This is an optimization exercise on Yosys and OpenROAD, whose aim is a short achievable clock period and few clock cycles, not a production implementation. Only simulation tests tie the RTL to the original design; equivalence was not proved.

Design bv_decoder, start of the top module:
module bv_decoder (
    input  wire        clk,
    input  wire        rst,
    input  wire [15:0] width,
    input  wire [15:0] height,
    input  wire        in_valid,
    output wire        in_ready,
    input  wire [31:0] in_data,
    output wire        out_valid,
    input  wire        out_ready,
    output wire [1:0]  out_kind,
    output wire [10:0] out_x,
    output wire [10:0] out_y,
    output wire [15:0] out_pat,
    output wire        fault
);
For scale: about 880 flip-flops, roughly 110 I/O pins, ~52000 um2 of cells after synthesis.
Settings: LEC_CHECK=0, ABC_CLOCK_PERIOD_IN_PS=2500, CAP_MARGIN=20, CORE_MARGIN=2, CORE_UTILIZATION=30, SETUP_SLACK_MARGIN=5, SLEW_MARGIN=20; clock period 8.0 ns.
standard.sh (not shown) runs the stock make flow with config.mk's settings and CLKGATE_MAP_FILE= SYNTH_SCRIPT=/design/flow/synth_recipe.tcl, a recipe that flattens the netlist after the stock synthesis.
==> flow/flow/run.sh <==
#!/bin/bash
set -euo pipefail
bash standard.sh finish \
    MATCH_CELL_FOOTPRINT=0 \
    "BUFFER_PORTS_ARGS=-buffer_cell sky130_fd_sc_hd__buf_4" \
    SETUP_SLACK_MARGIN=5.6 \
    > standard.log 2>&1
The first run finished with timing, DRC and antenna clean.
Testbench counts at the start, summed over its fixed seeds: cycles 43,834.
Then changed:
--- a/flow/design.v
+++ b/flow/design.v
@@ -140,27 +140,47 @@
         begin
             shift_by = {96{s[9]}} & v;
             for (k = 0; k < 9; k = k + 1)
                 shift_by = shift_by | ({96{s[k]}} & (v >> tlen(k)));
         end
     endfunction
     wire [95:0] bb_lo = shift_by(bb, sbl);
     wire [95:0] bb_hi = shift_by(bb, sbh);
     wire [95:0] bb_n  = {bb_hi[95:48], bb_lo[47:0]};
-    reg  [55:0] q4;
-    reg  [95:0] bb4;
+    reg  [55:0] q4, q42, q43;
+    reg  [95:0] bb4, bb42, bb43;
     wire [99:0] bbp = {4'd0, bb};
     integer i4;
     always @(*) begin
-        for (i4 = 0; i4 < 96; i4 = i4 + 1)
-            bb4[i4] = |bbp[i4 +: 4];
+        for (i4 = 0; i4 < 96; i4 = i4 + 1) begin
+            bb4[i4]  = |bbp[i4 +: 4];
+            bb42[i4] = (bbp[i4] & bbp[i4 + 1]) | (bbp[i4 + 2] & bbp[i4 + 3]) |
+                       ((bbp[i4] | bbp[i4 + 1]) & (bbp[i4 + 2] | bbp[i4 + 3]));
+            bb43[i4] = (bbp[i4] & bbp[i4 + 1] & (bbp[i4 + 2] | bbp[i4 + 3])) |
+                       (bbp[i4 + 2] & bbp[i4 + 3] & (bbp[i4] | bbp[i4 + 1]));
+        end
+    end
+    wire [95:0] bb4_n  = shift_by(bb4, sbl);
+    wire [95:0] bb42_n = shift_by(bb42, sbl);
+    wire [95:0] bb43_n = shift_by(bb43, sbl);
+    reg  [2:0]  thw [0:52];
+    integer iw;
+    always @(*) begin
+        for (iw = 0; iw < 53; iw = iw + 1)
+            if (iw + 12 < 56)
+                thw[iw] = thr_join(
+                    thr_join({q43[iw],      q42[iw],      q4[iw]},
+                             {q43[iw + 4],  q42[iw + 4],  q4[iw + 4]}),
+                    thr_join({q43[iw + 8],  q42[iw + 8],  q4[iw + 8]},
+                             {q43[iw + 12], q42[iw + 12], q4[iw + 12]}));
+            else
+                thw[iw] = 3'd0;
     end
-    wire [95:0] bb4_n = shift_by(bb4, sbl);
     wire [15:0] hmask = bbuf[18:3];
     wire [15:0] rem1  = rem & (rem - 16'd1);
     wire [15:0] hrem1 = hmask & (hmask - 16'd1);
     reg         more, hmore;
     function [2:0] thr_join;
         input [2:0] a, b;
         begin
             thr_join[0] = a[0] | b[0];
             thr_join[1] = a[1] | b[1] | (a[0] & b[0]);
@@ -239,26 +259,29 @@
                 bgi_n = bgi_n | (ac ? g1 : g0);
                 app_n = app_n | ac;
                 for (t = 0; t < 9; t = t + 1)
                     B8_n[t] = B8_n[t] | (ac & g0[8 * t] & ~g0[8 * t + 8]);
             end
         end
         sel_n = sel_n & {9{room_n}};
     end
     reg  more_n, hmore_n, hmore3_n, hmore3;
+    reg  [2:0] tw;
     integer c2, L2;
     always @(*) begin
-        hmore_n  = nf & ge2(bbuf[18:3]);
-        hmore3_n = nf & ge3(bbuf[18:3]);
+        tw       = thw[3];
+        hmore_n  = nf & tw[1];
+        hmore3_n = nf & tw[2];
         for (c2 = 0; c2 < 9; c2 = c2 + 1) begin
             L2 = tlen(c2);
-            hmore_n  = hmore_n  | (sel[c2] & ge2(bbuf[L2 + 3 +: 16]));
-            hmore3_n = hmore3_n | (sel[c2] & ge3(bbuf[L2 + 3 +: 16]));
+            tw       = thw[L2 + 3];
+            hmore_n  = hmore_n  | (sel[c2] & tw[1]);
+            hmore3_n = hmore3_n | (sel[c2] & tw[2]);
         end
         if (sel[SU] | sel[SI] | sel[SN])
             more_n = ge3(rem);
         else if (sel[HU] | sel[HI] | sel[HN])
             more_n = hmore3;
         else
             more_n = more;
     end
     wire       nf_n = ~|sel_n;
@@ -275,31 +298,35 @@
             bge   <= 97'd1;
             bgi   <= 97'd1;
             b8    <= 8'd1;
             B8    <= 9'd0;
             app   <= 1'b0;
             sel   <= 9'd0;
             nf    <= 1'b1;
             sbl_n <= ~10'h200;
             q4    <= 56'd0;
+            q42   <= 56'd0;
+            q43   <= 56'd0;
             pst   <= 1'b0;
             h0s   <= {7'd0, h0_n};
         end else begin
             bbuf  <= bb_n;
             bge   <= bge_n;
             bgi   <= bgi_n;
             b8    <= b8_n;
             B8    <= B8_n;
             app   <= app_n;
             sel   <= sel_n;
             nf    <= nf_n;
             sbl_n <= ~{nf_n, sel_n};
             q4    <= bb4_n[55:0];
+            q42   <= bb42_n[55:0];
+            q43   <= bb43_n[55:0];
             h0s   <= h0s_n;
             if (sel[SU] | sel[SI] | sel[SN])
                 pst <= more;
             else if (sel[HU] | sel[HI] | sel[HN])
                 pst <= hmore;
         end
         if (rst || irst) begin
             sbh  <= 10'h200;
             sg_n <= ~10'h200;
=>
- non-clock buffer count rises by 585
- register-to-register slack gets worse by 0.11 ns
- worst setup slack degrades by 0.11 ns
- via count went up by a quarter to a third
- final area went up by a quarter to a third
Testbench counts after the change, summed over its fixed seeds: cycles 43,834.

port drivers added, routing unchanged:
How much do the figures lean on ideal ports? The routed layouts below were timed once more, with nothing changed but the port constraints.
Step 1 assumes that a clkbuf_16 drives the clock port and a buf_2 every other input.
Step 2 moves the port delays by t, midway between the first and last clock arrival at a register: inputs arrive t later, outputs are due t later. That takes back most of the time a late clock gives input paths.
Three values: ideal ports, drivers, drivers and shift; two values: the first two.
run | t, ns | setup WS [ns] | worst setup path after step 2 | clock arrival spread, ns
the first run | 0.823 | 5.167 / 5.092 / 4.824 | input to register | 0.069 / 0.069
the second run | 0.856 | 5.053 / 5.053 / 4.718 | input to register | 0.141 / 0.140
After both steps setup and hold are still met in every run listed. The setup slack of the first run, which loses most, moves by -0.075 ns with the drivers and by -0.343 ns with both steps.
